Context: an optimization exercise on an open-source flow, tuned for a short achievable clock period and few clock cycles. The choices shown serve that exercise and are no tape-out recipe.
Only simulation tests tie the RTL to the original design; equivalence was not proved.
Power figures rest on the tool's default switching activity, not on a simulated workload.

==> flow/design.v (excerpt) <==
module ycpu_core (
    input  wire        clk,
    input  wire        rst,           
    output reg         bus_req,
    output reg         bus_we,
    output reg  [1:0]  bus_sel,       
    output reg  [14:0] bus_addr,
    output reg  [7:0]  bus_wdata,
    input  wire        bus_ack,
    input  wire        bus_err,
    input  wire [7:0]  bus_rdata,
    output wire        halted,
    output wire        fault,
    output wire [7:0]  pc_out
);
For scale: ~2,400 cells after synthesis, about 140 flip-flops, roughly 17,000 um2 of cells after synthesis.
clock: 15.0 ns
lec_check: 0
cap_margin: 20
core_margin: 2
core_utilization: 40
slew_margin: 20
standard.sh (not shown) runs the stock make flow with config.mk's settings and CLKGATE_MAP_FILE= SYNTH_SCRIPT=/design/flow/synth_recipe.tcl, a recipe that flattens the netlist after the stock synthesis.
==> flow/flow/run.sh <==
#!/bin/bash
# Standard ORFS layout with two changes to how it is made:
#  - synthesis leaves adders to ABC instead of mapping them to full-adder
#    cells first (ADDER_MAP_FILE empty), so they are timing-optimised like
#    the rest of the logic; registers are unchanged;
#  - timing repair aims well past the clock period (SETUP_SLACK_MARGIN 11.5),
#    so that the achieved period shrinks;
#  - a sparser core (CORE_UTILIZATION 30) for room to buffer and route.
# Full tool output goes to the ORFS logs (orfs/logs/...) and to standard.log.
set -euo pipefail
bash standard.sh finish SETUP_SLACK_MARGIN=11.5 ADDER_MAP_FILE= CORE_UTILIZATION=30 > standard.log 2>&1
Testbench counts at the start, summed over its fixed seeds: cycles 46,683.
Rerun with:
==> flow/flow/run.sh (replaced) <==
#!/bin/bash
# Standard ORFS layout with two changes to how it is made:
#  - synthesis leaves adders to ABC instead of mapping them to full-adder
#    cells first (ADDER_MAP_FILE empty), so they are timing-optimised like
#    the rest of the logic; registers are unchanged;
#  - timing repair aims well past the clock period (SETUP_SLACK_MARGIN 11.5),
#    so that the achieved period shrinks.
# Full tool output goes to the ORFS logs (orfs/logs/...) and to standard.log.
set -euo pipefail
bash standard.sh finish SETUP_SLACK_MARGIN=11.5 ADDER_MAP_FILE= > standard.log 2>&1
The new run passed the timing, DRC and antenna checks.
Clock skew stays flat.
Area after synthesis stays the same.
Design area came out lower by 1.0%.
Register-to-register slack is better by 20 ps.
Synthesized cell count is unchanged.
Via count came out higher by 1.4%.
Global-route usage came out higher by 9.3 points.
Total power came out lower by 0.94%.
Wire length came out lower by 1.2%.
Hold slack is worse by 25 ps.
Rerun with:
--- a/flow/flow/run.sh
+++ b/flow/flow/run.sh
@@ -5,6 +5,7 @@
 #    the rest of the logic; registers are unchanged;
 #  - timing repair aims well past the clock period (SETUP_SLACK_MARGIN 11.5),
-#    so that the achieved period shrinks.
+#    so that the achieved period shrinks;
+#  - a denser core (CORE_UTILIZATION 55, PLACE_DENSITY 0.75) for shorter wires.
 # Full tool output goes to the ORFS logs (orfs/logs/...) and to standard.log.
 set -euo pipefail
-bash standard.sh finish SETUP_SLACK_MARGIN=11.5 ADDER_MAP_FILE= > standard.log 2>&1
+bash standard.sh finish SETUP_SLACK_MARGIN=11.5 ADDER_MAP_FILE= CORE_UTILIZATION=55 PLACE_DENSITY=0.75 > standard.log 2>&1
Result:
- first-iteration DRC count rises by 45%
- register-to-register slack is worse by 600 ps
- routed wire length went up by 5.4%
- worst hold slack gains 15 ps
- power came out higher by 1.5%
Rerun with:
==> flow/flow/run.sh (replaced) <==
#!/bin/bash
# Standard ORFS layout with two changes to how it is made:
#  - synthesis leaves adders to ABC instead of mapping them to full-adder
#    cells first (ADDER_MAP_FILE empty), so they are timing-optimised like
#    the rest of the logic; registers are unchanged;
#  - timing repair aims well past the clock period (SETUP_SLACK_MARGIN 11),
#    so that the achieved period shrinks.
# Full tool output goes to the ORFS logs (orfs/logs/...) and to standard.log.
set -euo pipefail
bash standard.sh finish SETUP_SLACK_MARGIN=11 ADDER_MAP_FILE= > standard.log 2>&1
=> The new run finished with timing, DRC and antenna clean; core utilization falls by 25 points; sequential share of layout area rises by 1.2 points; total power falls by a few percent.

---

Setup of before:
ycpu_core, a different RTL version from the one above (not shown whole).
Size: ~2,300 cells after synthesis, ~130 flip-flops, ~49 I/O pins.
export LEC_CHECK = 0
export ABC_CLOCK_PERIOD_IN_PS = 4000
export CAP_MARGIN = 20
export CORE_MARGIN = 2
export CORE_UTILIZATION = 40
export SETUP_SLACK_MARGIN = 5
export SLEW_MARGIN = 20
create_clock -name core_clock -period 15.0 [get_ports {clk}]
run.sh (not shown) runs the stock make flow with config.mk's settings and CLKGATE_MAP_FILE= SYNTH_SCRIPT=/design/flow/synth_recipe.tcl, a recipe that flattens the netlist after the stock synthesis.
Stock flow here: none of the scripts above is used.
Testbench counts of before, summed over its fixed seeds: cycles 42,446.
Inputs modified between before and after:
--- a/flow/config.mk
+++ b/flow/config.mk
@@ -8 +7,0 @@
-export ABC_CLOCK_PERIOD_IN_PS = 4000
@@ -12 +10,0 @@
-export SETUP_SLACK_MARGIN = 5
Findings:
Max capacitance violation total came out exactly the same in after and before. Any difference in register-to-register slack between before and after is small enough to ignore. Synthesized cell count came out exactly the same in after and before. From before to after the numbers moved as follows: clock insertion delay at the later pin of the skew report essentially unchanged; cell area flat. Detailed-route via count of after is on par with before. Final wirelength: before vs after — no meaningful difference. Critical path depth came out exactly the same in after and before. From before to after, number of antenna violations at the first check in global routing did not move at all. Total area of sequential cells: after vs before identical. For layout sequential cell count, before and after come out practically identical.

---

Another version of the RTL of ycpu_core (not shown whole).
Size in the first run: about 140 flip-flops, about 49 I/O pins, about 18000 um^2 of cells after synthesis.
==> flow/config.mk <==
export PLATFORM = sky130hd
export DESIGN_NAME = ycpu_core
export DESIGN_NICKNAME = ycpu_core
export VERILOG_FILES = /design/flow/design.v
export SDC_FILE = /design/flow/constraint.sdc
export NUM_CORES = 4
export LEC_CHECK = 0
export CAP_MARGIN = 20
export CORE_MARGIN = 2
export CORE_UTILIZATION = 40
export SLEW_MARGIN = 20
==> flow/constraint.sdc <==
create_clock -name core_clock -period 15.0 [get_ports {clk}]
set_input_delay 3.0000 -clock core_clock [delete_from_list [all_inputs] [get_ports {clk}]]
set_output_delay 3.0000 -clock core_clock [all_outputs]
set_load 0.01 [all_outputs]
standard.sh (not shown) runs the stock make flow with config.mk's settings and CLKGATE_MAP_FILE= SYNTH_SCRIPT=/design/flow/synth_recipe.tcl, a recipe that flattens the netlist after the stock synthesis.
==> flow/flow/run.sh <==
#!/bin/bash
# Standard ORFS layout with two changes to how it is made:
#  - synthesis leaves adders to ABC instead of mapping them to full-adder
#    cells first (ADDER_MAP_FILE empty), so they are timing-optimised like
#    the rest of the logic; registers are unchanged;
#  - timing repair aims well past the clock period (SETUP_SLACK_MARGIN 10),
#    so that the achieved period shrinks.
# Full tool output goes to the ORFS logs (orfs/logs/...) and to standard.log.
set -euo pipefail
bash standard.sh finish SETUP_SLACK_MARGIN=10 ADDER_MAP_FILE= > standard.log 2>&1
Testbench counts at the start, summed over its fixed seeds: cycles 46,032.
Change:
==> flow/flow/run.sh (replaced) <==
#!/bin/bash
# Standard ORFS layout, with timing repair aiming well past the clock period
# so that the achieved period shrinks. Full tool output goes to the ORFS logs
# (orfs/logs/...) and to standard.log in the work folder.
set -euo pipefail
bash standard.sh finish SETUP_SLACK_MARGIN=10 > standard.log 2>&1
=>
- utilization rises by 1.6 points
- non-clock buffer count goes up by 24
- final area rose by a little under a tenth
- via count goes down slightly
- sequential share of layout area shrinks by 1.4 points
- worst hold slack got worse by 0.059 ns
- critical path depth rises by 15
- sequential power goes up slightly
- synthesized cell count came out lower by a few percent
- setup slack got worse by 0.045 ns

static timing again, ports no longer ideal:
The results above use ideal ports. As a check the final layouts listed here were re-extracted and re-timed, cells and wires unchanged.
Step 1, drivers: a clkbuf_16 drives clk and a buf_2 each remaining input, both assumed.
Step 2 also shifts input and output timing later by t, the mid clock arrival at the registers, as if the neighbouring blocks saw the same clock.
a / b / c = ideal / step 1 / step 2; a / b = the first two.
run	shift t [ns]	setup WS [ns]	pins driven straight from the clock port
the first run of note 1	0.508	10.773 / 10.781 / 10.274	1
the second run of note 1	0.503	10.808 / 10.767 / 10.312	1
the third run of note 1	0.491	10.300 / 10.299 / 10.069	1
the fourth run of note 1	0.503	10.845 / 10.801 / 10.326	1
before	0.546	7.048 / 7.086 / 6.540	1
after	0.546	7.048 / 7.086 / 6.540	1
the first run of note 3	0.520	10.051 / 10.004 / 9.565	1
the second run of note 3	0.522	10.006 / 10.006 / 9.526	1
After both steps setup and hold are still met in every run listed. The setup slack of the fourth run of note 1, which loses most, moves by -0.044 ns with the drivers and by -0.519 ns with both steps.
